Background: an optimization exercise with open tools, aiming at small area, a short achievable clock period and few clock cycles. Do not read the settings as production practice. No run shown here included a check of the RTL's function; only the layout flow was run. Power and IR drop assume default switching activity.

==> flow/design.v <==
module jk_uart #(
    parameter integer P    = 248,    
    parameter integer BUSY = 0,      
    parameter integer SW   = 5       
) (
    input  wire          clk,
    input  wire          clr,         
    input  wire          wr,          
    input  wire          fall,        
    input  wire          level,       
    input  wire          stp,         
    input  wire          ev,          
    input  wire [SW-1:0] s,           
    input  wire          sb,          
    output wire          act,         
    output wire [8:0]    n_out,
    output wire [8:0]    gn,          
    output wire          ginf,        
    output reg           pb_valid,
    output wire [7:0]    pb_data
);
    localparam integer ARMN = P + P / 2 + 1;
    localparam integer NW   = $clog2(ARMN + 1);
    reg  [3:0]    br;      
    reg  [NW-1:0] n;       
    reg  [7:0]    acc;     
    reg           pend;    
    reg  [NW-1:0] pr;      
    wire last = br == 4'd1;
    wire [NW-1:0] n_st;
    generate
        if (NW > SW) begin : g_hi
            wire [NW-SW-1:0] n_hi = n[NW-1:SW];
            wire [NW-SW-1:0] n_hm1 = n_hi - 1'b1;
            assign n_st = {sb ? n_hm1 : n_hi, n[SW-1:0] - s};
        end else begin : g_lo
            assign n_st = n - s;
        end
    endgenerate
    wire qd   = BUSY == 2 && pend;
    assign act     = br != 4'd0;
    assign n_out   = n;
    assign gn      = last ? pr : P;
    assign ginf    = last && !qd;
    assign pb_data = acc;
    always @(posedge clk) begin
        pb_valid <= 1'b0;
        if (clr) begin
            br   <= 4'd0;
            pend <= 1'b0;
        end else if (wr) begin
            if (fall) begin
                if (br == 4'd0 || (last && BUSY == 1)) begin
                    br <= 4'd9;
                    n  <= ARMN[NW-1:0];
                end else if (last && BUSY == 2 && !pend) begin
                    pend <= 1'b1;
                    pr   <= ARMN[NW-1:0] - n;
                end
            end
        end else if (stp && act) begin
            if (!ev) begin
                n <= n_st;
            end else if (!last) begin
                acc <= {level, acc[7:1]};
                br  <= br - 1'b1;
                n   <= P[NW-1:0];
            end else begin
                pb_valid <= 1'b1;
                if (qd) begin
                    pend <= 1'b0;
                    br   <= 4'd9;
                    n    <= pr;
                end else begin
                    br <= 4'd0;
                end
            end
        end
    end
endmodule
module jk_kbd #(
    parameter integer T_START     = 36,
    parameter integer T_ZERO      = 10,
    parameter integer T_ONE       = 22,
    parameter integer T_BYTEPAUSE = 50,
    parameter integer T_WORDPAUSE = 120,
    parameter integer SW          = 5
) (
    input  wire          clk,
    input  wire          clr,
    input  wire [17:0]   keylatch,    
    input  wire          setkey,      
    input  wire [17:0]   setkey_code,
    input  wire          stp,
    input  wire          ev,
    input  wire [SW-1:0] s,
    input  wire          sb,          
    output wire          act,
    output wire [8:0]    n_out,
    output wire [8:0]    gn,          
    output wire          ginf,        
    output reg           stb_valid
);
    localparam [2:0] IDLE       = 3'd0,
                     START_WAIT = 3'd1,
                     BIT_WAIT   = 3'd2,
                     BYTE_PAUSE = 3'd3,
                     WORD_PAUSE = 3'd4;
    reg  [2:0]  phase;
    reg  [17:0] code;
    reg         widx;
    reg  [2:0]  bidx;
    reg  [6:0]  n;
    reg  [17:0] pend;
    wire [7:0]  word       = widx ? code[7:0] : code[15:8];
    wire [2:0]  nbidx      = bidx + 1'b1;
    wire        bit0       = word[7];
    wire        nbit       = word[3'd7 - nbidx];
    wire        poll_pend  = pend[17:16] != 2'd0;
    wire        poll_latch = keylatch[17:16] != 2'd0;
    wire        poll       = poll_pend || poll_latch;
    wire [17:0] poll_code  = poll_pend ? pend : keylatch;
    wire        idle       = phase == IDLE;
    wire [6-SW:0] n_hm1    = n[6:SW] - 1'b1;
    wire        byte2      = code[17:16] == 2'd2 && !widx;
    reg  [6:0]  n_ev;
    always @* begin
        case (phase)
            START_WAIT: n_ev = bit0 ? T_ONE : T_ZERO;
            BIT_WAIT:   n_ev = bidx != 3'd7 ? (nbit ? T_ONE : T_ZERO)
                             : byte2 ? T_BYTEPAUSE : T_WORDPAUSE;
            default:    n_ev = T_START;
        endcase
    end
    assign act   = !idle || poll;
    assign n_out = {2'b00, n};    
    assign gn    = {2'b00, n_ev};
    assign ginf  = (idle || phase == WORD_PAUSE) && !poll;
    always @(posedge clk) begin
        stb_valid <= 1'b0;
        if (clr) begin
            phase <= IDLE;
            n     <= 7'd1;
            pend  <= 18'd0;
        end else if (setkey) begin
            if (!idle && setkey_code[17:16] != 2'd0 && setkey_code != code && !poll_pend)
                pend <= setkey_code;
        end else if (stp && act) begin
            if (!ev) begin
                n[SW-1:0] <= n[SW-1:0] - s;
                n[6:SW]   <= sb ? n_hm1 : n[6:SW];
            end else begin
                n <= n_ev;
                case (phase)
                    START_WAIT: begin
                        stb_valid <= 1'b1;
                        phase     <= BIT_WAIT;
                        bidx      <= 3'd0;
                    end
                    BIT_WAIT: begin
                        stb_valid <= 1'b1;
                        bidx      <= nbidx;
                        if (bidx == 3'd7)
                            phase <= byte2 ? BYTE_PAUSE : WORD_PAUSE;
                    end
                    BYTE_PAUSE: begin
                        widx  <= 1'b1;
                        bidx  <= 3'd0;
                        phase <= START_WAIT;
                    end
                    default: begin    
                        if (poll) begin
                            code  <= poll_code;
                            widx  <= 1'b0;
                            bidx  <= 3'd0;
                            phase <= START_WAIT;
                            if (poll_pend)
                                pend <= 18'd0;
                        end else begin
                            phase <= IDLE;
                            n     <= 7'd1;
                        end
                    end
                endcase
            end
        end
    end
endmodule
module jkbus_io (
    input  wire         clk,
    input  wire         rst,           
    input  wire         cmd_valid,
    output wire         cmd_ready,
    input  wire [31:0]  cmd,
    input  wire [7:0]   ext_rdata,     
    output reg          rsp_valid,     
    output wire [7:0]   rsp_data,
    output reg          ext_valid,     
    output wire         ext_we,
    output wire [1:0]   ext_dev,
    output wire [15:0]  ext_port,
    output wire [7:0]   ext_data,
    output reg          xtick_valid,   
    output wire [27:0]  xtick_count,
    output reg          reset_ev,      
    output wire [3:0]   pb_valid,      
    output wire [31:0]  pb_data,
    output wire [127:0] pb_time,
    output wire         stb_valid,     
    output wire [31:0]  stb_time
);
    localparam [7:0] PORT_IDLE = 8'hFF;
    reg  [31:0] c;
    reg  [7:0]  cx;        
    reg         cv;        
    reg         st;        
    reg  [7:0]  cr0;
    reg         cr1_7, cr2_0, cr2_2;
    reg  [3:0]  cr3_52;    
    reg  [7:0]  inlatch;
    reg  [17:0] keylatch;
    reg  [31:0] tnow;
    wire [15:0] addr = c[23:8];
    wire [7:0]  dat  = c[7:0];
    wire [1:0]  k_len = c[25:24];
    wire [7:0]  k_w0  = c[15:8];
    wire [7:0]  k_w1  = c[7:0];
    wire is_ioread   = c[31:24] == 8'h20 && c[7:0] == 8'h00;
    wire is_iowrite  = c[31:24] == 8'h30;
    wire is_setkey   = c[31:26] == 6'b100000 && c[23:16] == 8'h00 && k_len != 2'd3
                       && !(k_len == 2'd0 && (k_w0 != 8'd0 || k_w1 != 8'd0))
                       && !(k_len == 2'd1 && k_w1 != 8'd0);
    wire is_setinput = c[31:8] == 24'h900000;
    wire is_reset    = c == 32'hF0000000;
    wire m0 = addr[7:0] == 8'h04;
    wire m1 = addr[7:3] == 5'b11100;
    wire m2 = !addr[2];
    wire m3 = addr == 16'h0085;
    wire m4 = addr[7:1] == 7'b0100011;
    wire m6 = addr[15:8] == 8'h12 && addr[3:0] == 4'hD;
    wire m7 = addr[3:0] == 4'h5;
    wire w0 = m0;
    wire w1 = m1;
    wire w2 = !m1 && m2;
    wire w3 = m3;
    wire w4 = m4;
    wire w6 = m6;
    wire r6 = m6;
    wire r7 = !m1 && m7;
    wire rx = m1 || m2 || m4;       
    wire wx = rx;
    wire do_wr  = cv && is_iowrite;
    wire do_rd  = cv && is_ioread;
    wire do_rst = cv && is_reset;
    wire clr    = rst || do_rst;
    wire wr0  = do_wr && w0;
    wire wr1  = do_wr && w3;
    wire wr2  = do_wr && w4;
    localparam integer SW   = 5;
    localparam [SW-1:0] SMAX = {SW{1'b1}};
    reg           rb;                  
    reg           rdy;                 
    wire [27:0]   rem = c[27:0];
    wire [SW-1:0] rlo = rem[SW-1:0];
    wire [27-SW:0] rhi = rem[27:SW];
    wire [4:0]  act, ginf;
    wire [8:0]  n0, n1, n2, n3, n4;
    wire [8:0]  g0, g1, g2, g3, g4;
    wire [8:0]  nn [0:4];
    wire [8:0]  gg [0:4];
    assign nn[0] = n0; assign nn[1] = n1; assign nn[2] = n2; assign nn[3] = n3; assign nn[4] = n4;
    assign gg[0] = g0; assign gg[1] = g1; assign gg[2] = g2; assign gg[3] = g3; assign gg[4] = g4;
    function lt_f;
        input [SW-1:0] a, b;
        integer k;
        reg r;
        begin
            r = 1'b0;
            for (k = 0; k < SW; k = k + 1)
                r = (!a[k] && b[k]) || (!(a[k] && !b[k]) && r);
            lt_f = r;
        end
    endfunction
    function eq_f;
        input [SW-1:0] a, b;
        integer k;
        reg r;
        begin
            r = 1'b1;
            for (k = 0; k < SW; k = k + 1)
                r = r && !(a[k] && !b[k]) && !(!a[k] && b[k]);
            eq_f = r;
        end
    endfunction
    reg  [4:0]    nlo, hit, ev, eqr, hz;
    reg  [SW-1:0] s;
    reg  [9:0]    h;
    integer i, j;
    always @* begin
        for (i = 0; i < 5; i = i + 1) begin
            nlo[i] = nn[i][8:SW] == 0;
            hit[i] = act[i] && nlo[i] && (rb || !lt_f(rlo, nn[i][SW-1:0]));
            eqr[i] = nlo[i] && eq_f(rlo, nn[i][SW-1:0]);
            h      = {1'b0, nn[i]} + {1'b0, gg[i]};
            hz[i]  = ginf[i] || h[9:SW] != 0 || lt_f(rlo, h[SW-1:0]);
        end
        for (i = 0; i < 5; i = i + 1) begin
            ev[i] = hit[i];
            for (j = 0; j < 5; j = j + 1)
                if (j != i && act[j] && nlo[j] && lt_f(nn[j][SW-1:0], nn[i][SW-1:0])) ev[i] = 1'b0;
        end
        s = hit == 5'd0 ? (rb ? SMAX : rlo) : {SW{1'b0}};
        for (i = 0; i < 5; i = i + 1)
            if (ev[i]) s = s | nn[i][SW-1:0];
    end
    wire          any_hit = hit != 5'd0;
    wire [SW-1:0] r = rb ? SMAX : rlo;
    wire [4:0]    tck, sb, rbk, evt, evb;
    wire [4:0]    sbe [0:4];
    genvar gp, gq;
    generate
        for (gp = 0; gp < 5; gp = gp + 1) begin : g_cb
            assign tck[gp] = lt_f(~tnow[SW-1:0], nn[gp][SW-1:0]);
            assign rbk[gp] = lt_f(rlo, nn[gp][SW-1:0]);
            assign evt[gp] = ev[gp] && tck[gp];
            assign evb[gp] = ev[gp] && rbk[gp];
            for (gq = 0; gq < 5; gq = gq + 1) begin : g_sb
                if (gq == gp) begin : g_self
                    assign sbe[gp][gq] = 1'b0;
                end else begin : g_other
                    assign sbe[gp][gq] = ev[gq] && lt_f(nn[gp][SW-1:0], nn[gq][SW-1:0]);
                end
            end
            assign sb[gp] = (!any_hit && lt_f(nn[gp][SW-1:0], r)) || sbe[gp] != 5'd0;
        end
    endgenerate
    wire          tcr = (!any_hit && lt_f(~tnow[SW-1:0], r)) || evt != 5'd0;
    wire          bor = (!any_hit && lt_f(rlo, r)) || evb != 5'd0;
    wire [4:0]    evs     = st ? ev : 5'd0;
    wire [SW-1:0]  lo_d   = rlo - s;
    wire [27-SW:0] rhi_m1 = rhi - 1'b1;
    wire [27:0]    rem_n  = {bor ? rhi_m1 : rhi, lo_d};
    wire           rhi_ge2 = rhi[27-SW:1] != 0;
    wire           rhi_eq1 = rhi == 1;
    wire           rb_n   = rhi_ge2 || (rhi_eq1 && !bor);
    wire           fin    = !rb && (!any_hit || (ev & eqr) != 5'd0);
    wire [SW-1:0]  t_lo   = tnow[SW-1:0] + s;
    wire [31-SW:0] thi    = tnow[31:SW];
    wire [31-SW:0] thi_p1 = thi + 1'b1;
    wire [31:0]    tnow_n = {tcr ? thi_p1 : thi, t_lo};
    wire free_next = !rb && (hit & ~ev) == 5'd0 && (ev & ~hz) == 5'd0;
    assign cmd_ready = rdy;
    wire accept = cmd_valid && rdy;
    always @(posedge clk) begin
        rsp_valid   <= 1'b0;
        ext_valid   <= 1'b0;
        xtick_valid <= 1'b0;
        reset_ev    <= 1'b0;
        if (accept) begin
            c  <= cmd;
            cx <= ext_rdata;
            rb <= cmd[27:SW] != 0;
        end else if (st && !fin) begin
            c[27:0] <= rem_n;
            rb      <= rb_n;
        end
        if (rst) begin
            cv       <= 1'b0;
            st       <= 1'b0;
            rdy      <= 1'b1;
            cr0      <= 8'hFF;
            cr1_7    <= 1'b1;
            cr2_0    <= 1'b1;
            cr2_2    <= 1'b1;
            cr3_52   <= 4'd0;
            inlatch  <= 8'h00;
            keylatch <= 18'd0;
            tnow     <= 32'd0;
        end else begin
            cv <= accept && cmd[31:28] != 4'h4;
            if (accept)
                st <= cmd[31:28] == 4'h4 && cmd[27:0] != 28'd0;
            else if (st && fin)
                st <= 1'b0;
            if (accept)
                rdy <= 1'b0;
            else if (st)
                rdy <= fin || free_next;
            else
                rdy <= 1'b1;
            if (accept && cmd[31:28] == 4'h4)
                xtick_valid <= 1'b1;
            if (st)
                tnow <= tnow_n;
            if (do_wr) begin
                if (w0) cr0 <= dat;
                if (w3) cr1_7 <= dat[7];
                if (w4) begin cr2_0 <= dat[0]; cr2_2 <= dat[2]; end
                if (w6) cr3_52 <= dat[5:2];
                if (wx) ext_valid <= 1'b1;
            end
            if (do_rd) begin
                rsp_valid <= 1'b1;
                if (rx) ext_valid <= 1'b1;
            end
            if (cv && is_setkey)
                keylatch <= {k_len, k_w0, k_w1};
            if (cv && is_setinput)
                inlatch <= dat;
            if (do_rst) begin
                cr0      <= 8'hFF;
                cr1_7    <= 1'b1;
                cr2_0    <= 1'b1;
                cr2_2    <= 1'b1;
                cr3_52   <= 4'd0;
                reset_ev <= 1'b1;
            end
        end
    end
    assign xtick_count = c[27:0];
    assign rsp_data    = rx ? cx : m0 ? cr0 : r6 ? {2'b00, cr3_52, 2'b00} : r7 ? inlatch : PORT_IDLE;
    assign ext_we      = c[28];
    assign ext_port    = addr;
    assign ext_data    = c[28] ? dat : cx;
    assign ext_dev     = m1 ? 2'd1 : m2 ? 2'd0 : 2'd2;
    assign pb_time     = {tnow, tnow, tnow, tnow};
    assign stb_time    = tnow;
    jk_uart #(.P(248), .BUSY(0), .SW(SW)) u_uart0 (
        .clk(clk), .clr(clr), .wr(wr0), .fall(cr0[1] && !dat[1]), .level(cr0[1]),
        .stp(st), .ev(evs[0]), .s(s), .sb(sb[0]), .act(act[0]), .n_out(n0), .gn(g0), .ginf(ginf[0]),
        .pb_valid(pb_valid[0]), .pb_data(pb_data[7:0]));
    jk_uart #(.P(337), .BUSY(2), .SW(SW)) u_uart1 (
        .clk(clk), .clr(clr), .wr(wr1), .fall(cr1_7 && !dat[7]), .level(cr1_7),
        .stp(st), .ev(evs[1]), .s(s), .sb(sb[1]), .act(act[1]), .n_out(n1), .gn(g1), .ginf(ginf[1]),
        .pb_valid(pb_valid[1]), .pb_data(pb_data[15:8]));
    jk_uart #(.P(29), .BUSY(1), .SW(SW)) u_uart2 (
        .clk(clk), .clr(clr), .wr(wr2), .fall(cr2_0 && !dat[0]), .level(cr2_0),
        .stp(st), .ev(evs[2]), .s(s), .sb(sb[2]), .act(act[2]), .n_out(n2), .gn(g2), .ginf(ginf[2]),
        .pb_valid(pb_valid[2]), .pb_data(pb_data[23:16]));
    jk_uart #(.P(13), .BUSY(2), .SW(SW)) u_uart3 (
        .clk(clk), .clr(clr), .wr(wr2), .fall(cr2_2 && !dat[2]), .level(cr2_2),
        .stp(st), .ev(evs[3]), .s(s), .sb(sb[3]), .act(act[3]), .n_out(n3), .gn(g3), .ginf(ginf[3]),
        .pb_valid(pb_valid[3]), .pb_data(pb_data[31:24]));
    jk_kbd #(.T_START(36), .T_ZERO(10), .T_ONE(22), .T_BYTEPAUSE(50), .T_WORDPAUSE(120), .SW(SW)) u_kbd (
        .clk(clk), .clr(clr), .keylatch(keylatch),
        .setkey(cv && is_setkey), .setkey_code({k_len, k_w0, k_w1}),
        .stp(st), .ev(evs[4]), .s(s), .sb(sb[4]), .act(act[4]), .n_out(n4), .gn(g4), .ginf(ginf[4]),
        .stb_valid(stb_valid));
endmodule
==> flow/flow/run.sh <==
#!/bin/bash
# The standard layout (standard.sh runs ORFS from the standard synthesis to the
# final layout), with the smallest buffer, sky130_fd_sc_hd__buf_1, on each port.
export BUFFER_PORTS_ARGS="-buffer_cell sky130_fd_sc_hd__buf_1"
bash standard.sh > standard.log 2>&1
==> flow/standard.sh <==
#!/bin/bash
# synth_recipe.tcl (not shown) runs the flow's synth.tcl, then flattens the netlist and writes it again
# the make line also repeats each setting of config.mk as NAME=value (left out here)
make -C /OpenROAD-flow-scripts/flow DESIGN_CONFIG=/design/flow/config.mk WORK_HOME=/design/flow/orfs CLKGATE_MAP_FILE= SYNTH_SCRIPT=/design/flow/synth_recipe.tcl "${@:-finish}"
==> flow/config.mk <==
export PLATFORM = sky130hd
export DESIGN_NAME = jkbus_io
export DESIGN_NICKNAME = jkbus_io
export VERILOG_FILES = /design/flow/design.v
export SDC_FILE = /design/flow/constraint.sdc
export NUM_CORES = 4
export LEC_CHECK = 0
export CAP_MARGIN = 20
export CORE_MARGIN = 2
export CORE_UTILIZATION = 35
export CTS_BUF_LIST = sky130_fd_sc_hd__clkbuf_8
export PLACE_DENSITY = 0.6
export SETUP_SLACK_MARGIN = 4.0
export SLEW_MARGIN = 20
export TNS_END_PERCENT = 10
==> flow/constraint.sdc <==
create_clock -name core_clock -period 8.0 [get_ports {clk}]
set_input_delay 1.6000 -clock core_clock [delete_from_list [all_inputs] [get_ports {clk}]]
set_output_delay 1.6000 -clock core_clock [all_outputs]
set_load 0.01 [all_outputs]
==> metrics.cfg, run 1 <==
[setup_path]
critical-path-top-delay-family = compound AO/OA/AOI/OAI gates
worstSetupPathType = flip-flop to flip-flop
worstPathMaxFanout = 6
required_ns = 8.42
critPathLaunchType = flip-flop
crit_top_cell = buf_4
path_buf_inv = 6
crit_path_end_kind = flip-flop
worst_ep_arrival_time_ns = 4.67
crit_path_max_incr_delay_ns = 0.38
crit_path_top_delay_cell = edfxtp_1
path_cells = buf_12 > clkinv_16 > ha_2 > a21boi_1 > o21a_1 > o21bai_2 > a31o_4 > buf_12 > nor4bb_2 > buf_4 > buf_4 > o21ai_0 > o2111ai_2 > a221oi_4 > buf_4 > ha_1 > a21o_1 > a21oi_2 > xnor2_1 > xnor2_1 > mux2i_1 > o21ai_1

[detailed_routing]
dr.pass1.iters = 8
wl_per_cell_um = 21.7
via_per_inst = 5.66
drc = 0
routed_wl_um = 67900
drtIter0Drc = 1604
num_vias = 17800
ant_nets = 0

[yosys]
post-synth-top-count-cell = nor2_1
syn-cell-area_um2 = 18800
synth_nets = 2272
avgSynthCellArea_um2 = 8.80
synth_warnings = 6
synth_seq_cells = 269
synth_edf_count = 138
synthCells = 2141
synth_top_area_share = 0.220
async_flop_share = 0
ys_types = 100
synth_ff_type = edfxtp_1
yosysSeqAreaShare = 0.359
ys_top_cells_by_area = edfxtp_1 22%, dfxtp_1 14%, buf_4 7.3%, ha_1 5.2%, nor2_1 4.2%
synth.largest_area_cell = edfxtp_1
ys_top_cells_by_count = 213 x nor2_1, 182 x buf_4, 173 x nand2_1

[global_route]
grt_pass1_vias = 16800
grt_use_total = 0.234
grt_max_degree = 54
grt_overflow = 0
antenna_found_initial = 0
grt_pass1_wl_um = 102000

[die]
start_util = 0.352
dieWidth_um = 236
pin_count = 308
rows = 85
dieArea_um2 = 55700
coreArea_um2 = 53500
die_h_um = 236

[timing]
skew_ns = 0.0733
setup_viol = 0
slew_headroom = 0.304
final_hold_viol_count = 0
finalSetupTns_ns = 0
worst_slew_pin_slew_ns = 1.04
worst_slack_ns = 3.76
period_share = 0.531
rsz0062_at_grt = true
period_minus_slack_ns = 4.24
drv_slew = 0
timing.fmax_ghz = 0.236

[clock_tree]
clockBufferDepth = 3
clock_sinks = 269
cts_tree = yes
clk_pin_slew_ns = 0.07
cts_root_buffer = clkbuf_8
cts.htree.levels = 2
clk-insertion-delay-late_ns = 0.71
cts_made_buffers = 51
cts_hold_buf = 0

[placed_design]
dpl_worst_slack_ns = 2.67
portBuffers = 307
dpl.cell_count = 2885
gp_congestion = 0.962
hpwl_um = 45100
place_area_um2 = 19400

[finish]
fin_nets = 2528
area_delta_synth_final_pct = 19.0
finalInstanceArea_um2 = 22400
n_antenna_cell = 0
drive_gt1_frac = 0.187
final-instance-count-excl-fill = 3136
finish.utilization = 0.419

[pwr]
comb_power_share = 0.151
p_seq_frac = 0.444
p_per_area_nw_per_um2 = 155
sw_frac_of_total = 0.304
power.switching_mw = 1.05
internal_power_mw = 2.42
cellLeakagePower_nw = 8.22
clkPwrFrac = 0.405
peakVddDrop_mv = 0.116

[job]
cap_violations = 0

[worst_hold_path]
min_path_type = flip-flop to flip-flop

[outcome]
status = no timing/DRC/antenna violations

[worst register-to-register path, cell delays in order, from the launching register on]
cell       delay, ns
edfxtp_1        0.38
buf_12          0.14
clkinv_16       0.08
ha_2            0.19
a21boi_1        0.14
o21a_1          0.17
o21bai_2        0.10
a31o_4          0.27
buf_12          0.13
nor4bb_2        0.16
buf_4           0.16
buf_4           0.15
o21ai_0         0.13
o2111ai_2       0.19
a221oi_4        0.26
buf_4           0.22
ha_1            0.29
a21o_1          0.21
a21oi_2         0.15
xnor2_1         0.15
xnor2_1         0.10
mux2i_1         0.12
o21ai_1         0.08
[final timing paths]
path	start	endpoint	slack, ns	cells past startpoint
worst max-delay path	c[0]	u_uart1.n[4]	3.76	22
worst min-delay path	u_uart2.acc[7]	u_uart2.acc[6]	0.44	0
worst max register to register	c[0]	u_uart1.n[4]	3.76	22
worst min register to register	u_uart2.acc[7]	u_uart2.acc[6]	0.44	0
[flip-flops by register name (all words and copies together), names as in the netlist, 9 cells and up]
name,count
u_uart0.n,9
u_uart1.pr,9
keylatch,18
tnow,32
u_uart1.n,9
u_kbd.pend,18
u_kbd.code,18
c,32
[power by group through the flow]
| stage | sequential, mW | clock, mW | combinational (mW) |
|---|---|---|---|
| 2_1_floorplan | 1.54 | 0 | 0.340 |
| 6_report | 1.54 | 1.40 | 0.525 |
| 3_5_place_dp | 1.59 | 0 | 0.413 |
| 5_1_grt | 1.54 | 1.51 | 0.561 |
| 3_3_place_gp | 1.58 | 0 | 0.411 |
| 4_1_cts | 1.54 | 1.45 | 0.499 |
[metal layers]
layer	part of all wire	global-route usage
met5	0	0
met4	0.043	0.0965
met3	0.088	0.0539
met2	0.45	0.364
met1	0.42	0.312
[cell families (layout without fill, tap and decap cells)]
| group | after synthesis | in the layout | share of synthesized area |
|---|---|---|---|
| multiplexers | 63 | 63 | 0.0379 |
| buffers and inverters | 370 | 669 | 0.113 |
| XOR/XNOR | 96 | 96 | 0.0446 |
| AND/OR/NAND/NOR | 726 | 726 | 0.193 |
| flip-flops | 269 | 269 | 0.359 |
| adder cells (fa/ha/maj) | 124 | 124 | 0.0820 |
| AO/OA/AOI/OAI | 493 | 493 | 0.170 |
[layout by cell type, fill, tap and decap left out, types with 9 or more instances in the layout]
cell | Yosys | routed
ha_1 | 78 | 61
xnor2_1 | 70 | 69
nand2b_1 | 47 | 46
nor2_2 | 0 | 9
o31ai_1 | 16 | 15
nor3_1 | 38 | 36
mux2_2 | 25 | 24
mux2i_1 | 33 | 32
nand3_1 | 41 | 39
clkinv_2 | 0 | 9
buf_4 | 182 | 161
or3_1 | 20 | 20
buf_1 | 8 | 305
inv_2 | 4 | 14
edfxtp_1 | 138 | 138
a21oi_2 | 0 | 16
or4_1 | 12 | 11
and3_1 | 21 | 21
ha_4 | 0 | 14
nand2_1 | 173 | 170
nor2_1 | 213 | 204
a211oi_1 | 16 | 16
o211ai_1 | 26 | 26
nand4_1 | 21 | 21
buf_6 | 3 | 12
inv_1 | 72 | 73
a22oi_1 | 29 | 29
clkbuf_8 | 0 | 61
xor2_1 | 26 | 26
buf_12 | 0 | 10
o21ai_0 | 111 | 103
o221ai_1 | 13 | 13
nor4_1 | 25 | 22
maj3_1 | 30 | 28
dfxtp_1 | 131 | 126
a31oi_1 | 22 | 21
o22ai_1 | 17 | 16
a21oi_1 | 131 | 112
a21o_1 | 21 | 21
nor2b_1 | 40 | 37
[repair_timing]
action,4_1_cts,5_1_grt
hold endpoints to repair,0,0
setup buffers,134,20
pin swaps,58,51
setup endpoints to repair,146,137
resized for setup,121,49
[through the flow]
stage                     total power [mW]  hold slack [ns]
after CTS                             3.49            0.446
after global placement                2.00            0.433
after detailed placement              2.00            0.432
after global routing                  3.62            0.465
after floorplan                       1.88            0.422
final                                 3.47            0.444
[layout make-up]
type                            count  area (um^2)
Inverter                           80          344
Multi-Input combinational cell   1502        10600
Clock inverter                     35          216
Tap cell                          696          871
Fill cell                        5310        31100
Sequential cell                   269         6780
Clock buffer                       61          840
Timing Repair Buffer              493         2720
==> run 2: changes to the inputs <==
--- a/flow/config.mk
+++ b/flow/config.mk
@@ -10,6 +10,6 @@
 export CORE_UTILIZATION = 35
 export CTS_BUF_LIST = sky130_fd_sc_hd__clkbuf_8
 export PLACE_DENSITY = 0.6
-export SETUP_SLACK_MARGIN = 4.0
+export SETUP_SLACK_MARGIN = 3.5
 export SLEW_MARGIN = 20
 export TNS_END_PERCENT = 10
==> run 2 against run 1 <==
Die area is the same. Fmax shrank 3.9%. Sequential share of layout area grew 1.3 points. Flip-flop and latch count is the same. Global-route usage shrank 0.66 points. Cell count shrank 1.8%. Clock power grew 4%. First-iteration DRC count shrank 15%. Critical path depth shrank 10. Area after synthesis is the same. Critical path type unchanged. Critical endpoint is now c[2]. Highest routed layer unchanged.
==> metrics.cfg, run 2 <==
[die]
rows = 85  ; unchanged
dieWidth_um = 236  ; unchanged
start_util = 0.352  ; unchanged
pin_count = 308  ; unchanged
dieArea_um2 = 55700  ; unchanged
die_h_um = 236  ; unchanged
coreArea_um2 = 53500  ; unchanged

[detailed_routing]
via_per_inst = 5.66  ; about the same
dr.pass1.iters = 6  ; -2
wl_per_cell_um = 21.7  ; +0.32%
num_vias = 17400  ; -1.9%
drc = 0  ; unchanged
drtIter0Drc = 1363  ; -15%
routed_wl_um = 66900  ; -1.5%
ant_nets = 0  ; unchanged

[setup_path]
crit_path_end_kind = flip-flop
worstSetupPathType = flip-flop to flip-flop
critPathLaunchType = flip-flop
worstPathMaxFanout = 17  ; +11
worst_ep_arrival_time_ns = 4.77  ; +0.10 ns
required_ns = 8.35  ; -0.07 ns

[yosys]
synth_top_area_share = 0.220  ; unchanged
post-synth-top-count-cell = nor2_1
synth_warnings = 6  ; unchanged
yosysSeqAreaShare = 0.359  ; unchanged
ys_top_cells_by_count = 213 x nor2_1, 182 x buf_4, 173 x nand2_1
synth_ff_type = edfxtp_1
synth_seq_cells = 269  ; unchanged
syn-cell-area_um2 = 18800  ; unchanged
async_flop_share = 0  ; unchanged
synth.largest_area_cell = edfxtp_1
ys_types = 100  ; unchanged
avgSynthCellArea_um2 = 8.80  ; unchanged
synthCells = 2141  ; unchanged
ys_top_cells_by_area = edfxtp_1 22%, dfxtp_1 14%, buf_4 7.3%, ha_1 5.2%, nor2_1 4.2%
synth_edf_count = 138  ; unchanged
synth_nets = 2272  ; unchanged

[finish]
mostFrequentLayoutCells = 306 x buf_1, 208 x nor2_1, 172 x nand2_1, 138 x edfxtp_1, 126 x dfxtp_1
fin_nets = 2470  ; -2.3%
largestRegisters = c x32, tnow x32
n_antenna_cell = 0  ; unchanged
layout_commonest_cell = buf_1
area_delta_synth_final_pct = 14.1
drive_gt1_frac = 0.136  ; -0.0509

[timing]
slew_headroom = 0.297  ; -0.00703
setup_viol = 0  ; unchanged
worst_slew_pin_slew_ns = 1.05  ; +0.00596 ns
timing.fmax_ghz = 0.226  ; -3.9%
skew_ns = 0.0568  ; -0.0165 ns
period_share = 0.552  ; +0.0216
rsz0062_at_grt = true
period_minus_slack_ns = 4.42  ; +0.173 ns
finalSetupTns_ns = 0  ; unchanged
final_hold_viol_count = 0  ; unchanged
drv_slew = 0  ; unchanged

[global_route]
grt_pass1_wl_um = 99100  ; -2.6%
grt_overflow = 0  ; unchanged
grt_pass1_vias = 16500  ; -1.9%
antenna_found_initial = 0  ; unchanged
grt_use_total = 0.228  ; -0.00662
grt_max_degree = 54  ; unchanged

[clock_tree]
cts.htree.levels = 2  ; unchanged
clk_pin_slew_ns = 0.06  ; about the same
cts_tree = yes
cts_hold_buf = 0  ; unchanged
cts_made_buffers = 51  ; unchanged
clk-insertion-delay-late_ns = 0.69  ; -0.02 ns
cts_root_buffer = clkbuf_8
clockBufferDepth = 3  ; unchanged
clock_sinks = 269  ; unchanged

[pwr]
cellLeakagePower_nw = 7.88  ; -4.1%
p_per_area_nw_per_um2 = 162  ; +4.4%
peakVddDrop_mv = 0.121  ; +4.2%
p_total_mw = 3.47  ; +0.12%

[worst_hold_path]
min_path_type = flip-flop to flip-flop

[outcome]
status = no timing/DRC/antenna violations

[placed_design]
hpwl_um = 46000  ; +1.9%
gp_congestion = 0.923  ; -4.1%
portBuffers = 307  ; unchanged

[job]
cap_violations = 0  ; unchanged

==> run 2: worst max-delay path: stages (launching register included) <==
cell and delay, ns:
edfxtp_1 0.37, buf_4 0.23, inv_1 0.37, a21oi_1 0.14, o32ai_1 0.48, o21ai_0 0.18
and3_1 0.29, nor3_4 0.20, buf_4 0.18, nand4_1 0.16, and4_1 0.28, a221oi_1 0.82
inv_1 0.38
==> run 2: path summary, 6_finish.rpt <==
check,startpoint,endpoint,slack [ns],cells after the start
max,u_uart3.n[2],c[2],3.58,12
min,u_uart1.acc[2],u_uart1.acc[1],0.42,0
max reg2reg,u_uart3.n[2],c[2],3.58,12
min reg2reg,u_uart1.acc[2],u_uart1.acc[1],0.42,0
==> run 2: area by class of cell <==
class	count	area, um^2
Multi-Input combinational cell	1502	10200
Timing Repair Buffer	434	2180
Timing Repair inverter	1	5.00
Inverter	80	320
Fill cell	5382	32000
Clock inverter	32	221
Sequential cell	269	6780
Clock buffer	64	881
Tap cell	696	871
==> run 2: what timing repair did <==
action / 4_1_cts / 5_1_grt
endpoints found under the setup margin: 170 / 61
pin swaps: 3 / 14
buffers inserted: 46 / 46
hold endpoints to repair: 0 / 0
gates resized for setup: 28 / 46
gates cloned: 0 / 1
==> run 2: cell families after synthesis <==
kind of cell / synth area share
simple gates: 0.193
xor+xnor: 0.0446
flops: 0.359
mux: 0.0379
compound gates: 0.170
buf+inv: 0.113
fa+ha+maj: 0.0820
==> run 2: per-layer routing <==
| layer | part of all wire | global-route usage | vias to the layer above | wire length, um |
|---|---|---|---|---|
| met5 | 0 | 0 | - | 0 |
| met1 | 0.42 | 0.304 | 8463 | 28300 |
| met2 | 0.46 | 0.370 | 811 | 30900 |
| met3 | 0.079 | 0.0365 | 171 | 5290 |
| li1 | - | - | 7965 | - |
| met4 | 0.036 | 0.0855 | 0 | 2390 |
==> run 2: metrics by stage <==
step | instances | hold WS [ns] | utilization | instance area, um^2 | setup WS (ns)
after floorplan | 2141 | 0.422 | - | 18800 | 3.53
after global placement | 2887 | 0.432 | 0.361 | 19300 | 2.18
after detailed placement | 2888 | 0.433 | 0.361 | 19300 | 2.00
after CTS | 3030 | 0.439 | 0.391 | 20900 | 3.38
after global routing | 3078 | 0.447 | 0.402 | 21500 | 3.35
final | 3078 | 0.425 | 0.402 | 21500 | 3.58
==> run 2: power breakdown <==
part | switching [mW] | internal, mW
clock network | 0.666 | 0.796
logic | 0.296 | 0.162
registers | 0.0718 | 1.48
==> run 3: changes to the inputs <==
--- a/flow/design.v
+++ b/flow/design.v
@@ -294,15 +294,15 @@
     endfunction
     reg  [4:0]    nlo, hit, ev, eqr, hz;
     reg  [SW-1:0] s;
-    reg  [9:0]    h;
+    reg  [SW:0]   h;
     integer i, j;
     always @* begin
         for (i = 0; i < 5; i = i + 1) begin
             nlo[i] = nn[i][8:SW] == 0;
             hit[i] = act[i] && nlo[i] && (rb || !lt_f(rlo, nn[i][SW-1:0]));
             eqr[i] = nlo[i] && eq_f(rlo, nn[i][SW-1:0]);
-            h      = {1'b0, nn[i]} + {1'b0, gg[i]};
-            hz[i]  = ginf[i] || h[9:SW] != 0 || lt_f(rlo, h[SW-1:0]);
+            h      = {1'b0, nn[i][SW-1:0]} + {1'b0, gg[i][SW-1:0]};
+            hz[i]  = ginf[i] || gg[i][8:SW] != 0 || h[SW] || lt_f(rlo, h[SW-1:0]);
         end
         for (i = 0; i < 5; i = i + 1) begin
             ev[i] = hit[i];
--- a/flow/config.mk
+++ b/flow/config.mk
@@ -10,6 +10,6 @@
 export CORE_UTILIZATION = 35
 export CTS_BUF_LIST = sky130_fd_sc_hd__clkbuf_8
 export PLACE_DENSITY = 0.6
-export SETUP_SLACK_MARGIN = 3.5
+export SETUP_SLACK_MARGIN = 3.8
 export SLEW_MARGIN = 20
 export TNS_END_PERCENT = 10
==> run 3 against run 2 <==
Still clean on timing, DRC and antenna. Combinational power is about 20% higher. Power is 0.57% lower. Clock power is 7% lower. Worst setup slack better by 0.088 ns. Sequential share of layout area is 1.1 points lower.
==> metrics.cfg, run 3 <==
[setup_path]
rr_worst_depth = 19  ; +7
r2r_setup_slack_ns = 3.67  ; +0.09 ns
worstPathMaxFanout = 5  ; -12
required_ns = 8.60  ; +0.25 ns
crit_path_end_kind = flip-flop
crit_path_top_delay_cell = edfxtp_1
critPathLaunchType = flip-flop
worst_ep_arrival_time_ns = 4.93  ; +0.16 ns
path_cells = nor2b_2 > a2111oi_4 > a211oi_2 > buf_4 > a311o_1 > or3_4 > a2bb2oi_4 > nand3_4 > buf_12 > buf_6 > ha_4 > inv_2 > fa_2 > a21o_1 > a21oi_2 > xnor2_2 > or3_1 > o22ai_2 > a41o_1
r2r-start = c[4]
crit_path_max_incr_delay_ns = 0.56  ; -0.26 ns
worstSetupPathType = flip-flop to flip-flop
r2r_end = u_kbd.n[4]

[die]
dieArea_um2 = 55600  ; -0.19%
start_util = 0.356  ; +0.00348
dieWidth_um = 236  ; about the same
coreArea_um2 = 52900  ; -1.2%
pin_count = 308  ; unchanged
rows = 84  ; -1.2%
die_h_um = 236  ; about the same

[clock_tree]
clock_sinks = 269  ; unchanged
clockBufferDepth = 3  ; unchanged
cts_hold_buf = 0  ; unchanged
clk-insertion-delay-late_ns = 0.66  ; -0.03 ns
cts_made_buffers = 52  ; +2.0%
cts_root_buffer = clkbuf_8
cts_tree = yes
clk_pin_slew_ns = 0.06  ; about the same
cts.htree.levels = 2  ; unchanged

[timing]
finalSetupTns_ns = 0  ; unchanged
timing.fmax_ghz = 0.231  ; +2.0%
skew_ns = 0.0460  ; -0.0107 ns
rsz0062_at_grt = true
period_share = 0.541  ; -0.0109
worst_slew_pin_slew_ns = 1.07  ; +0.0190 ns
period_minus_slack_ns = 4.33  ; -0.0876 ns
final_hold_viol_count = 0  ; unchanged
drv_slew = 0  ; unchanged
setup_viol = 0  ; unchanged
slew_headroom = 0.287  ; -0.00986

[finish]
mostFrequentLayoutCells = 306 x buf_1, 204 x nor2_1, 164 x buf_4, 148 x nand2_1, 138 x edfxtp_1
drive_gt1_frac = 0.178  ; +0.0422
layout_commonest_cell = buf_1
fillers = 5248  ; -2.5%
area_delta_synth_final_pct = 18.3
n_antenna_cell = 0  ; unchanged
largestRegisters = c x32, tnow x32
fin_nets = 2505  ; +1.4%

[pwr]
p_total_mw = 3.45  ; -0.57%
p_per_area_nw_per_um2 = 155  ; -3.9%
peakVddDrop_mv = 0.103  ; -15%
cellLeakagePower_nw = 8.27  ; +4.9%

[worst_hold_path]
min_path_cells = 0  ; unchanged
hold_end = u_uart1.acc[0]
min_path_type = flip-flop to flip-flop
min_from = u_uart1.acc[1]

[detailed_routing]
drtIter0Drc = 1610  ; +18%
via_per_inst = 5.72  ; +1.1%
num_vias = 17800  ; +2.0%
ant_nets = 0  ; unchanged
dr.pass1.iters = 8  ; +2
wl_per_cell_um = 22.2  ; +2.1%
routed_wl_um = 69000  ; +3.1%
drc = 0  ; unchanged

[global_route]
grt_pass1_wl_um = 102000  ; +2.5%
grt_max_degree = 63  ; +17%
grt_overflow = 0  ; unchanged
grt_pass1_vias = 16600  ; +0.97%
grt_use_total = 0.235  ; +0.00755
antenna_found_initial = 1  ; +1

[job]
cap_violations = 0  ; unchanged

[yosys]
ys_top_cells_by_count = 207 x nor2_1, 179 x buf_4, 149 x nand2_1
synthCells = 2132  ; -0.42%
ys_types = 95  ; -5.0%
avgSynthCellArea_um2 = 8.82  ; +0.22%
synth_edf_count = 138  ; unchanged
yosysSeqAreaShare = 0.360  ; +0.000717
async_flop_share = 0  ; unchanged
ys_top_cells_by_area = edfxtp_1 22%, dfxtp_1 14%, buf_4 7.1%, ha_1 4.9%, nor2_1 4.1%
synth_ff_type = edfxtp_1
synth.largest_area_cell = edfxtp_1
synth_warnings = 6  ; unchanged
synth_top_area_share = 0.220  ; +0.000439
syn-cell-area_um2 = 18800  ; -0.20%
synth_seq_cells = 269  ; unchanged
synth_nets = 2258  ; -0.62%
post-synth-top-count-cell = nor2_1

[placed_design]
portBuffers = 307  ; unchanged
hpwl_um = 46300  ; +0.69%
gp_congestion = 0.975  ; +5.6%

[outcome]
status = no timing/DRC/antenna violations

[run 3: metal layers]
layer	wire, um	track usage	share of wire	vias up
met2	31500	0.374	0.46	891
met5	14	0	0.00020	-
li1	-	-	-	8064
met1	28600	0.311	0.41	8618
met3	6280	0.0457	0.091	187
met4	2610	0.0994	0.038	2
[run 3: critical path: cells and delay by family, from the launching register on]
family	cells	cell delay, ns
xor+xnor	1	0.09
fa+ha+maj	2	0.48
compound gates	8	1.51
flops	1	0.56
buf+inv	4	0.45
simple gates	4	1.19
[run 3: power breakdown]
group	total, mW	switching (mW)	leakage [nW]	internal (mW)
Clock	1.36	0.647	0.594	0.709
Combinational	0.550	0.352	5.38	0.198
Sequential	1.55	0.0660	2.29	1.48
[run 3: logic make-up (layout without fill, tap and decap cells)]
family                     after synthesis  in the layout  synth area share
and+or+nand+nor                        724            724             0.194
AOI/OAI and AO/OA                      491            491             0.175
buffers and inverters                  374            661             0.112
DFF                                    269            269             0.360
adders and majority gates              112            112            0.0748
xor gates and xnor gates                93             93            0.0433
muxes                                   69             69            0.0412
[run 3: per-stage QoR]
stage | utilization | instance area (um^2) | hold slack [ns] | setup WS (ns) | cells
floorplan | - | 18900 | 0.422 | 3.63 | 2132
global placement | 0.365 | 19300 | 0.431 | 2.17 | 2860
detailed placement | 0.365 | 19300 | 0.440 | 2.14 | 2860
CTS | 0.409 | 21600 | 0.438 | 3.71 | 3062
global route | 0.421 | 22200 | 0.448 | 3.51 | 3107
finish | 0.421 | 22200 | 0.436 | 3.67 | 3107
[run 3: worst max path at each step]
stage | startpoint | to | slack [ns] | cells past startpoint
after floorplan | u_uart3.n[1] | u_uart3.n[4] | 3.63 | 19
after global placement | c[0] | u_uart3.n[4] | 2.17 | 17
after detailed placement | c[0] | u_uart3.n[4] | 2.14 | 17
after CTS | c[3] | u_uart3.n[4] | 3.71 | 19
after global routing | u_kbd.bidx[0] | rdy | 3.51 | 16
final | c[4] | u_kbd.n[4] | 3.67 | 19
[run 3: cell type report]
cell class	count	area [um^2]	area share
clock inverter	35	189	0.00849
clock buffer	59	812	0.0365
inverter	75	304	0.0137
multi-input combinational	1489	10600	0.477
timing repair buffer	492	2680	0.121
tap	688	861	0.0387
sequential	269	6780	0.305
[run 3: timing repair]
action | 4_1_cts | 5_1_grt
buffers inserted | 108 | 44
pin swaps | 24 | 23
gates resized for setup | 104 | 59
cloned | 0 | 1
endpoints found under the setup margin | 171 | 40
==> run 4: changes to the inputs <==
--- a/flow/config.mk
+++ b/flow/config.mk
@@ -7,9 +7,9 @@
 export LEC_CHECK = 0
 export CAP_MARGIN = 20
 export CORE_MARGIN = 2
-export CORE_UTILIZATION = 35
+export CORE_UTILIZATION = 50
 export CTS_BUF_LIST = sky130_fd_sc_hd__clkbuf_8
-export PLACE_DENSITY = 0.6
+export PLACE_DENSITY = 0.7
 export SETUP_SLACK_MARGIN = 3.8
 export SLEW_MARGIN = 20
 export TNS_END_PERCENT = 10
==> run 4 against run 3 <==
Core utilization grew 16 points. Flip-flop and latch count is the same. First-iteration DRC count rose by 24%. Via count rose by 0.17%. Cell area decreased by 3.1%. Clock power shrank 4%. Power decreased by 2.4%. Worst hold slack better by 0.011 ns. Critical endpoint is now u_uart3.n[4]. Critical path depth rose by 1. Combinational power is 4.9% lower. Count of clock-buffer cells in the layout down 6.
==> metrics.cfg, run 4 <==
[worst_hold_path]
min_path_type = flip-flop to flip-flop
min_path_cells = 0  ; unchanged
hold_end = u_uart2.acc[2]
min_from = u_uart2.acc[3]

[finish]
area_delta_synth_final_pct = 14.7
finalInstanceArea_um2 = 21600  ; -3.1%
mostFrequentLayoutCells = 306 x buf_1, 204 x nor2_1, 152 x buf_4, 148 x nand2_1, 138 x edfxtp_1
seq_area_um2 = 6770  ; -0.13%
largestRegisters = c x32, tnow x32
finish.utilization = 0.578  ; +0.157
fillers = 3351  ; -36%
fin_nets = 2484  ; -0.84%
layout_commonest_cell = buf_1
final-instance-count-excl-fill = 2873  ; -7.5%
multi_input_area_um2 = 10400  ; -1.8%
drive_gt1_frac = 0.162  ; -0.0164

[clock_tree]
clk_pin_slew_ns = 0.08  ; +0.02 ns
cts_made_buffers = 48  ; -7.7%
cts.htree.levels = 2  ; unchanged
cts_hold_buf = 0  ; unchanged
cts_tree = yes
clockBufferDepth = 3  ; unchanged
clock_sinks = 269  ; unchanged
cts_root_buffer = clkbuf_8
clk-insertion-delay-late_ns = 0.65  ; about the same

[global_route]
grt_use_total = 0.324  ; +0.0886
grt_pass1_wl_um = 97200  ; -4.4%
grt_pass1_vias = 16800  ; +0.85%
antenna_found_initial = 2  ; +1
grt_max_degree = 61  ; -3.2%
grt_overflow = 0  ; unchanged

[placed_design]
portBuffers = 307  ; unchanged
hpwl_um = 43600  ; -5.7%
dpl.cell_count = 2645  ; -7.5%
gp_congestion = 1.01  ; +3.7%
place_area_um2 = 19000  ; -1.4%

[yosys]
yosysSeqAreaShare = 0.360  ; unchanged
async_flop_share = 0  ; unchanged
synth_top_area_share = 0.220  ; unchanged
syn-cell-area_um2 = 18800  ; unchanged
synthCells = 2132  ; unchanged
ys_top_cells_by_count = 207 x nor2_1, 179 x buf_4, 149 x nand2_1
synth_warnings = 6  ; unchanged
synth_edf_count = 138  ; unchanged
synth_seq_cells = 269  ; unchanged
post-synth-top-count-cell = nor2_1
ys_types = 95  ; unchanged
ys_top_cells_by_area = edfxtp_1 22%, dfxtp_1 14%, buf_4 7.1%, ha_1 4.9%, nor2_1 4.1%
synth_ff_type = edfxtp_1
avgSynthCellArea_um2 = 8.82  ; unchanged
synth_nets = 2258  ; unchanged
synth.largest_area_cell = edfxtp_1

[setup_path]
worstSetupPathType = flip-flop to flip-flop
critPathLaunchType = flip-flop
crit_path_end_kind = flip-flop
worstPathMaxFanout = 4  ; -1
r2r_end = u_uart3.n[4]
rr_worst_depth = 20  ; +1
r2r_setup_slack_ns = 3.60  ; -0.07 ns
worst_ep_arrival_time_ns = 4.81  ; -0.12 ns
r2r-start = c[4]
required_ns = 8.41  ; -0.19 ns

[die]
die_h_um = 198  ; -16%
coreArea_um2 = 37300  ; -29%
dieArea_um2 = 39200  ; -30%
rows = 71  ; -15%
pin_count = 308  ; unchanged
start_util = 0.504  ; +0.148
dieWidth_um = 198  ; -16%

[detailed_routing]
drc = 0  ; unchanged
drtIter0Drc = 2002  ; +24%
routed_wl_um = 64700  ; -6.1%
ant_nets = 0  ; unchanged
via_per_inst = 6.19  ; +8.3%
dr.pass1.iters = 6  ; -2
wl_per_cell_um = 22.5  ; +1.5%
num_vias = 17800  ; +0.17%

[pwr]
internal_power_mw = 2.35  ; -1.5%
peakVddDrop_mv = 0.162  ; +58%
comb_power_share = 0.155  ; -0.004
p_per_area_nw_per_um2 = 156  ; +0.73%
cellLeakagePower_nw = 8.12  ; -1.8%
p_seq_frac = 0.458  ; +0.010
clkPwrFrac = 0.387  ; -0.006
power.switching_mw = 1.02  ; -4.3%
p_total_mw = 3.37  ; -2.4%
sw_frac_of_total = 0.303  ; -0.00607

[timing]
skew_ns = 0.0520  ; +0.00598 ns
setup_viol = 0  ; unchanged
rsz0062_at_grt = true
period_share = 0.550  ; +0.00921
worst_slew_pin_slew_ns = 1.03  ; -0.0400 ns
drv_slew = 0  ; unchanged
finalSetupTns_ns = 0  ; unchanged
slew_headroom = 0.311  ; +0.0235
final_hold_viol_count = 0  ; unchanged
timing.fmax_ghz = 0.227  ; -1.7%
period_minus_slack_ns = 4.40  ; +0.0737 ns

[outcome]
status = no timing/DRC/antenna violations

[job]
cap_violations = 0  ; unchanged

==> run 4: power by group through the flow <==
stage,Clock [mW],Sequential [mW],Combinational (mW)
2_1_floorplan,0,1.54,0.354
3_3_place_gp,0,1.60,0.411
3_5_place_dp,0,1.60,0.414
4_1_cts,1.33,1.54,0.499
5_1_grt,1.39,1.55,0.555
6_report,1.30,1.54,0.523
==> run 4: timing repair <==
| item | 4_1_cts | 5_1_grt |
|---|---|---|
| gates resized for setup | 75 | 41 |
| pin swaps | 25 | 22 |
| setup endpoints to repair | 145 | 39 |
| buffers inserted | 117 | 20 |
==> run 4: worst max path at each step <==
stage                      start            to  slack [ns]  cells past startpoint
floorplan           u_uart3.n[1]  u_uart3.n[4]        3.63                     19
global placement    u_uart1.n[3]  u_uart3.n[4]        2.27                     14
detailed placement          c[0]  u_uart3.n[4]        2.24                     18
CTS                        c[18]  u_uart1.n[8]        3.76                     10
global route        u_uart3.n[0]    u_kbd.n[4]        3.46                     20
finish                      c[4]  u_uart3.n[4]        3.60                     20
==> run 4: layer usage <==
layer | track usage | vias to the layer above | routed length, um
met5 | 0 | - | 0
met4 | 0.140 | 0 | 2800
met3 | 0.0763 | 196 | 6580
met2 | 0.519 | 992 | 29500
met1 | 0.417 | 8596 | 25900
li1 | - | 8009 | -
==> run 4: kinds of logic (layout without fill, tap and decap cells) <==
family	Yosys count	after routing	synth area share
simple gates	724	724	0.194
compound gates	491	491	0.175
buf+inv	374	640	0.112
flops	269	269	0.360
fa+ha+maj	112	112	0.0748
xor+xnor	93	93	0.0433
mux	69	69	0.0412
other cells	0	1	0
==> run 4: cell type report <==
class                   count  area share
multi-input cells        1489       0.484
flip-flops and latches    269       0.314
repair buffers            475       0.116
clock buffers              53      0.0338
well taps                 474      0.0275
inverters                  75      0.0138
clock inverters            37      0.0106
diodes                      1    0.000116
==> run 4: critical path, cell delays in order, from the launching register on <==
cell,delay [ns]
edfxtp_1,0.43
buf_6,0.16
buf_6,0.12
nand2b_4,0.16
a211oi_2,0.24
a211oi_2,0.07
buf_4,0.17
a311o_1,0.38
or3_4,0.43
a2bb2oi_4,0.19
nand3_4,0.11
buf_12,0.11
ha_4,0.12
inv_4,0.03
fa_2,0.36
a21o_1,0.17
a21oi_2,0.18
xnor2_2,0.15
a221o_1,0.14
o21ai_1,0.07
a311o_1,0.34
==> run 4: per-stage QoR <==
stage | hold slack (ns) | worst slack, ns
after detailed placement | 0.435 | 2.24
after global routing | 0.455 | 3.46
after floorplan | 0.422 | 3.63
after global placement | 0.430 | 2.27
final | 0.447 | 3.60
after CTS | 0.452 | 3.76
==> run 5: changes to the inputs <==
--- a/flow/config.mk
+++ b/flow/config.mk
@@ -7,9 +7,9 @@
 export LEC_CHECK = 0
 export CAP_MARGIN = 20
 export CORE_MARGIN = 2
-export CORE_UTILIZATION = 50
+export CORE_UTILIZATION = 35
 export CTS_BUF_LIST = sky130_fd_sc_hd__clkbuf_8
-export PLACE_DENSITY = 0.7
-export SETUP_SLACK_MARGIN = 3.8
+export PLACE_DENSITY = 0.6
+export SETUP_SLACK_MARGIN = 3.7
 export SLEW_MARGIN = 20
-export TNS_END_PERCENT = 10
+export TNS_END_PERCENT = 3
==> run 5 against run 4 <==
Worst setup slack better by 0.083 ns. Cell area up 3.3%. Wire length up 4.7%. Largest power group unchanged. Core utilization fell by 16 points. Critical path type is now flip-flop to primary output. Cell count increased by 8.5%.
==> metrics.cfg, run 5 <==
[outcome]
status = no timing/DRC/antenna violations

[setup_path]
worst_ep_arrival_time_ns = 2.72  ; -2.09 ns
worstPathMaxFanout = 16  ; +12
required_ns = 6.40  ; -2.01 ns
critical-path-top-delay-family = simple AND/OR/NAND/NOR gates
critPathLaunchType = flip-flop
path_buf_inv = 1  ; -4
crit_start = c[13]
r2r-start = c[3]
crit_path_top_delay_cell = edfxtp_1
r2r_setup_slack_ns = 3.68  ; +0.08 ns
crit_path_max_incr_delay_ns = 0.62  ; +0.19 ns
worstSetupPathType = flip-flop to primary output
crit_path_end_kind = primary output
path_cells = nand4b_1 > and2_1 > nand2_4 > o31ai_1 > buf_1

[yosys]
synth_edf_count = 138  ; unchanged
async_flop_share = 0  ; unchanged
ys_types = 95  ; unchanged
yosysSeqAreaShare = 0.360  ; unchanged
avgSynthCellArea_um2 = 8.82  ; unchanged
synth.largest_area_cell = edfxtp_1
ys_top_cells_by_count = 207 x nor2_1, 179 x buf_4, 149 x nand2_1
synth_ff_type = edfxtp_1
ys_top_cells_by_area = edfxtp_1 22%, dfxtp_1 14%, buf_4 7.1%, ha_1 4.9%, nor2_1 4.1%
synth_warnings = 6  ; unchanged
post-synth-top-count-cell = nor2_1
synth_seq_cells = 269  ; unchanged
syn-cell-area_um2 = 18800  ; unchanged
synth_top_area_share = 0.220  ; unchanged
synth_nets = 2258  ; unchanged
synthCells = 2132  ; unchanged

[die]
start_util = 0.356  ; -0.148
die_h_um = 236  ; +19%
dieWidth_um = 236  ; +19%
dieArea_um2 = 55600  ; +42%
coreArea_um2 = 52900  ; +42%
pin_count = 308  ; unchanged
rows = 84  ; +18%

[clock_tree]
cts_root_buffer = clkbuf_8
cts_made_buffers = 53  ; +10%
clockBufferDepth = 3  ; unchanged
clock_sinks = 269  ; unchanged
cts_hold_buf = 0  ; unchanged
clk_pin_slew_ns = 0.06  ; -0.02 ns
cts.htree.levels = 2  ; unchanged
cts_tree = yes
clk-insertion-delay-late_ns = 0.65  ; about the same

[pwr]
p_per_area_nw_per_um2 = 156  ; about the same
p_total_mw = 3.48  ; +3.2%
cellLeakagePower_nw = 8.29  ; +2.1%
peakVddDrop_mv = 0.136  ; -16%

[timing]
worst_slew_pin_slew_ns = 0.926  ; -0.102 ns
period_share = 0.540  ; -0.0104
skew_ns = 0.0325  ; -0.0196 ns
slew_headroom = 0.381  ; +0.0700
timing.fmax_ghz = 0.231  ; +1.9%
drv_slew = 0  ; unchanged
final_hold_viol_count = 0  ; unchanged
finalSetupTns_ns = 0  ; unchanged
rsz0062_at_grt = true
setup_viol = 0  ; unchanged
period_minus_slack_ns = 4.32  ; -0.0828 ns

[finish]
area_delta_synth_final_pct = 18.5
multi_input_area_um2 = 10500  ; +0.79%
finalInstanceArea_um2 = 22300  ; +3.3%
largestRegisters = c x32, tnow x32
mostFrequentLayoutCells = 306 x buf_1, 204 x nor2_1, 170 x buf_4, 147 x nand2_1, 138 x edfxtp_1
drive_gt1_frac = 0.178  ; +0.0160
fillers = 5230  ; +56%
fin_nets = 2512  ; +1.1%
seq_area_um2 = 6780  ; +0.17%
n_antenna_cell = 0  ; -1
layout_commonest_cell = buf_1

[global_route]
grt_use_total = 0.232  ; -0.0915
antenna_found_initial = 0  ; -2
grt_overflow = 0  ; unchanged
grt_pass1_vias = 16400  ; -2.1%
grt_max_degree = 62  ; +1.6%
grt_pass1_wl_um = 101000  ; +3.7%

[detailed_routing]
via_per_inst = 5.70  ; -8.0%
drc = 0  ; unchanged
drtIter0Drc = 1676  ; -16%
wl_per_cell_um = 21.7  ; -3.5%
routed_wl_um = 67800  ; +4.7%
ant_nets = 0  ; unchanged
num_vias = 17800  ; -0.18%
dr.pass1.iters = 6  ; unchanged

[placed_design]
hpwl_um = 45400  ; +4.0%
place_area_um2 = 19300  ; +1.4%
gp_congestion = 0.974  ; -3.6%
portBuffers = 307  ; unchanged

[job]
cap_violations = 0  ; unchanged

[worst_hold_path]
min_from = u_uart1.acc[1]
min_path_type = flip-flop to flip-flop

[run 5: layout make-up]
class                      instances  area share
sequential                       269       0.305
inverter                          75      0.0137
tap                              688      0.0387
timing repair buffer             498       0.124
clock buffer                      60      0.0371
multi-input combinational       1489       0.472
clock inverter                    39      0.0100
[run 5: final timing paths]
| path | end | depth (start not counted) |
|---|---|---|
| worst max register to register | u_uart1.n[4] | 18 |
| worst min-delay path | u_uart1.acc[0] | 0 |
| worst min register to register | u_uart1.acc[0] | 0 |
| worst max-delay path | rsp_data[3] | 5 |
[run 5: repair_timing]
| action | 4_1_cts | 5_1_grt |
|---|---|---|
| endpoints found under the setup margin | 161 | 39 |
| setup buffers | 97 | 62 |
| resized for setup | 62 | 91 |
| cloned | 0 | 1 |
| pin swaps | 5 | 43 |
[run 5: cell families (layout without fill, tap and decap cells)]
group / count (synthesis) / count (layout) / synth area share
AND/OR/NAND/NOR: 724 / 724 / 0.194
flip-flops: 269 / 269 / 0.360
multiplexers: 69 / 69 / 0.0412
XOR/XNOR: 93 / 93 / 0.0433
adder cells (fa/ha/maj): 112 / 112 / 0.0748
buffers and inverters: 374 / 672 / 0.112
AO/OA/AOI/OAI: 491 / 491 / 0.175
[run 5: where the power goes]
group	switching [mW]	internal, mW
sequential	0.0618	1.48
clock	0.637	0.750
combinational	0.349	0.199
total	1.05	2.43
[run 5: metal layers]
metal  vias to the layer above  GRT usage  share of wire  routed length (um)
met4                         0     0.0911          0.039                2660
met1                      8593      0.312           0.42               28500
met3                       193     0.0489          0.090                6080
met2                       903      0.364           0.45               30500
met5                         -          0              0                   0
li1                       8072          -              -                   -
[run 5: per-stage QoR]
stage               setup slack (ns)   util  hold WS, ns  instances
finish                          3.68  0.421        0.447       3118
global route                    3.58  0.421        0.453       3118
CTS                             3.63  0.404        0.449       3055
detailed placement              2.31  0.365        0.437       2859
global placement                2.35  0.365        0.430       2859
floorplan                       3.61      -        0.422       2132
==> run 6: changes to the inputs <==
--- a/flow/design.v
+++ b/flow/design.v
@@ -292,6 +292,7 @@
             eq_f = r;
         end
     endfunction
+    reg  [4:0]    hit_r;               
     reg  [4:0]    nlo, hit, ev, eqr, hz;
     reg  [SW-1:0] s;
     reg  [SW:0]   h;
@@ -299,7 +300,7 @@
     always @* begin
         for (i = 0; i < 5; i = i + 1) begin
             nlo[i] = nn[i][8:SW] == 0;
-            hit[i] = act[i] && nlo[i] && (rb || !lt_f(rlo, nn[i][SW-1:0]));
+            hit[i] = hit_r[i];
             eqr[i] = nlo[i] && eq_f(rlo, nn[i][SW-1:0]);
             h      = {1'b0, nn[i][SW-1:0]} + {1'b0, gg[i][SW-1:0]};
             hz[i]  = ginf[i] || gg[i][8:SW] != 0 || h[SW] || lt_f(rlo, h[SW-1:0]);
@@ -336,6 +337,20 @@
     endgenerate
     wire          tcr = (!any_hit && lt_f(~tnow[SW-1:0], r)) || evt != 5'd0;
     wire          bor = (!any_hit && lt_f(rlo, r)) || evb != 5'd0;
+    wire [SW-1:0] t_min = cmd[27:SW] != 0 ? SMAX : cmd[SW-1:0];
+    wire [4:0]    hit_st, hit_ac;
+    generate
+        for (gp = 0; gp < 5; gp = gp + 1) begin : g_hn
+            wire [8:0]  n_i    = nn[gp];
+            wire [8:0]  n_x    = st ? n_i - {4'd0, rlo} : n_i;
+            wire        le_rem = rem[27:9] != 0 || n_i <= rem[8:0];
+            wire [SW:0] h_i    = {1'b0, n_i[SW-1:0]} + {1'b0, gg[gp][SW-1:0]};
+            wire        h_le   = rem[27:SW+1] != 0 || h_i <= rem[SW:0];
+            assign hit_st[gp] = ev[gp] ? !ginf[gp] && gg[gp][8:SW] == 0 && h_le
+                              : act[gp] && le_rem && (n_i[8:SW] == 0 || (n_i[8:SW] == 1 && sb[gp]));
+            assign hit_ac[gp] = act[gp] && n_x[8:SW] == 0 && !lt_f(t_min, n_x[SW-1:0]);
+        end
+    endgenerate
     wire [4:0]    evs     = st ? ev : 5'd0;
     wire [SW-1:0]  lo_d   = rlo - s;
     wire [27-SW:0] rhi_m1 = rhi - 1'b1;
@@ -364,6 +379,7 @@
             c[27:0] <= rem_n;
             rb      <= rb_n;
         end
+        hit_r <= accept ? hit_ac : hit_st;
         if (rst) begin
             cv       <= 1'b0;
             st       <= 1'b0;
--- a/flow/config.mk
+++ b/flow/config.mk
@@ -10,6 +10,6 @@
 export CORE_UTILIZATION = 35
 export CTS_BUF_LIST = sky130_fd_sc_hd__clkbuf_8
 export PLACE_DENSITY = 0.6
-export SETUP_SLACK_MARGIN = 3.7
+export SETUP_SLACK_MARGIN = 4.2
 export SLEW_MARGIN = 20
-export TNS_END_PERCENT = 3
+export TNS_END_PERCENT = 10
==> run 6 against run 5 <==
Largest cell class unchanged. Cell area up 16%. Synthesized cell count is 19% higher. Power rose by 19%. First-iteration DRC count increased by 28%. Core utilization decreased by 0.18 points. Sequential share of layout area is 3.9 points lower. Clock power rose by about 10%. Still clean. Count of clock-buffer cells in the layout is 2 higher. Non-clock buffer count is 13 higher.
==> metrics.cfg, run 6 <==
[yosys]
synth_edf_count = 138  ; unchanged
ys_types = 101  ; +6.3%
synth_top_area_share = 0.189  ; -0.0312
ys_top_cells_by_count = 224 x nand2_1, 203 x nor2_1, 180 x buf_4
avgSynthCellArea_um2 = 8.66  ; -1.8%
async_flop_share = 0  ; unchanged
ys_top_cells_by_area = edfxtp_1 19%, dfxtp_1 12%, ha_1 9.9%, buf_4 6.2%, nand2_1 3.8%
synth.largest_area_cell = edfxtp_1
synth_nets = 2760  ; +22%
synthCells = 2528  ; +19%
synth_warnings = 6  ; unchanged
post-synth-top-count-cell = nand2_1
synth_ff_type = edfxtp_1
syn-cell-area_um2 = 21900  ; +16%
synth_seq_cells = 274  ; +1.9%
yosysSeqAreaShare = 0.314  ; -0.0463

[clock_tree]
clk-insertion-delay-late_ns = 0.70  ; +0.05 ns
cts_made_buffers = 53  ; unchanged
clk_pin_slew_ns = 0.06  ; about the same
cts.htree.levels = 2  ; unchanged
cts_hold_buf = 0  ; unchanged
cts_root_buffer = clkbuf_8
clockBufferDepth = 3  ; unchanged
clock_sinks = 274  ; +1.9%
cts_tree = yes

[timing]
worst_slew_pin_slew_ns = 1.14  ; +0.212 ns
worst_slack_ns = 3.84  ; +0.162 ns
timing.fmax_ghz = 0.240  ; +3.9%
final_hold_viol_count = 0  ; unchanged
slew_headroom = 0.239  ; -0.142
period_share = 0.520  ; -0.0203
period_minus_slack_ns = 4.16  ; -0.162 ns
drv_slew = 0  ; unchanged
finalSetupTns_ns = 0  ; unchanged
rsz0062_at_grt = true
skew_ns = 0.0853  ; +0.0529 ns
setup_viol = 0  ; unchanged

[setup_path]
required_ns = 8.56  ; +2.16 ns
worstSetupPathType = flip-flop to flip-flop
crit_start = u_uart3.n[2]
worst_ep_arrival_time_ns = 4.72  ; +2.00 ns
r2r-start = u_uart3.n[2]
crit_top_cell = buf_4
crit_path_end_kind = flip-flop
worstPathMaxFanout = 3  ; -13
critPathLaunchType = flip-flop
path_cells = buf_6 > and2b_2 > buf_4 > o21bai_4 > o211ai_1 > buf_4 > a31oi_4 > nor4_4 > buf_6 > a22oi_2 > nand3_1 > a221o_2 > buf_12 > ha_2 > inv_2 > fa_2 > a21o_1 > a21oi_2 > buf_4 > buf_4 > a211oi_2 > nand4_1 > o2111ai_2 > a41oi_2
crit_path_max_incr_delay_ns = 0.39  ; -0.23 ns
crit_path_top_delay_cell = edfxtp_1

[detailed_routing]
wl_per_cell_um = 23.7  ; +9.0%
ant_nets = 0  ; unchanged
drtIter0Drc = 2142  ; +28%
via_per_inst = 5.73  ; +0.61%
routed_wl_um = 87000  ; +28%
drc = 0  ; unchanged
dr.pass1.iters = 7  ; +1
num_vias = 21000  ; +18%

[global_route]
grt_pass1_vias = 20200  ; +23%
antenna_found_initial = 2  ; +2
grt_pass1_wl_um = 126000  ; +25%
grt_overflow = 0  ; unchanged
grt_use_total = 0.259  ; +0.0265
grt_max_degree = 68  ; +9.7%

[die]
coreArea_um2 = 61800  ; +17%
pin_count = 308  ; unchanged
die_h_um = 254  ; +7.8%
dieWidth_um = 254  ; +7.8%
start_util = 0.354  ; -0.00146
dieArea_um2 = 64600  ; +16%
rows = 91  ; +8.3%

[finish]
mostFrequentLayoutCells = 302 x buf_1, 220 x nand2_1, 199 x nor2_1, 174 x buf_4, 163 x ha_1
layout_commonest_cell = buf_1
finish.utilization = 0.419  ; -0.00178
area_delta_synth_final_pct = 18.4  ; about the same
drive_gt1_frac = 0.175  ; -0.00257
largestRegisters = c x32, tnow x32
fin_nets = 3018  ; +20%
final-instance-count-excl-fill = 3671  ; +18%

[placed_design]
portBuffers = 307  ; unchanged
hpwl_um = 58900  ; +30%
dpl.cell_count = 3417  ; +20%
gp_congestion = 0.971  ; -0.32%
dpl_worst_slack_ns = 2.77  ; +0.466 ns

[pwr]
p_per_area_nw_per_um2 = 159  ; +1.9%
peakVddDrop_mv = 0.190  ; +40%
cellLeakagePower_nw = 9.73  ; +17%

[worst_hold_path]
min_path_type = flip-flop to flip-flop
min_from = u_uart0.acc[6]

[job]
cap_violations = 0  ; unchanged

[outcome]
status = no timing/DRC/antenna violations

-- run 6: timing repair --
item / 4_1_cts / 5_1_grt
pin swaps: 49 / 39
buffers inserted: 129 / 19
gates resized for setup: 134 / 45
endpoints found under the setup margin: 183 / 175
cloned: 3 / 0
-- run 6: final cells by class --
type	instances	area [um^2]
Fill cell	6145	35900
Multi-Input combinational cell	1820	13500
Sequential cell	274	6880
Timing Repair Buffer	511	2870
Tap cell	837	1050
Clock buffer	62	853
Inverter	126	492
Clock inverter	38	287
Antenna cell	3	7.51
-- run 6: worst paths after layout --
| check | slack [ns] | cells past startpoint | to |
|---|---|---|---|
| worst min register to register | 0.44 | 0 | u_uart0.acc[5] |
| worst min-delay path | 0.44 | 0 | u_uart0.acc[5] |
| worst max-delay path | 3.84 | 24 | u_kbd.n[4] |
| worst max register to register | 3.84 | 24 | u_kbd.n[4] |
-- run 6: through the flow --
stage	hold slack (ns)	instance area, um^2	power (mW)
global placement	0.429	22800	2.49
floorplan	0.422	22000	2.23
global route	0.452	25900	4.29
detailed placement	0.432	22800	2.50
CTS	0.445	25600	4.12
finish	0.444	25900	4.13
-- run 6: cells by family (layout without fill, tap and decap cells) --
logic type | Yosys count | after routing | share of synthesized area
compound gates | 583 | 583 | 0.178
buf+inv | 436 | 737 | 0.108
simple gates | 838 | 840 | 0.193
other cells | 0 | 3 | 0
mux | 70 | 70 | 0.0360
fa+ha+maj | 224 | 224 | 0.129
flops | 274 | 274 | 0.314
xor+xnor | 103 | 103 | 0.0412
-- run 6: metal layers --
metal	share of wire	GRT usage
met1	0.42	0.343
met2	0.44	0.402
met3	0.092	0.0519
met4	0.049	0.126
met5	0	0
-- run 6: critical path, delay by kind of cell (launching register included) --
kind / cells / cell delay, ns
adders and majority gates: 2 / 0.40
DFF: 1 / 0.39
AOI/OAI and AO/OA: 10 / 1.63
buffers and inverters: 8 / 1.07
and+or+nand+nor: 4 / 0.57
-- run 6: power by group --
group	switching [mW]	total (mW)	internal [mW]	leakage (nW)
Clock	0.692	1.53	0.841	0.662
Sequential	0.0698	1.59	1.52	2.33
Combinational	0.648	1.01	0.360	6.74
Total	1.41	4.13	2.72	9.73
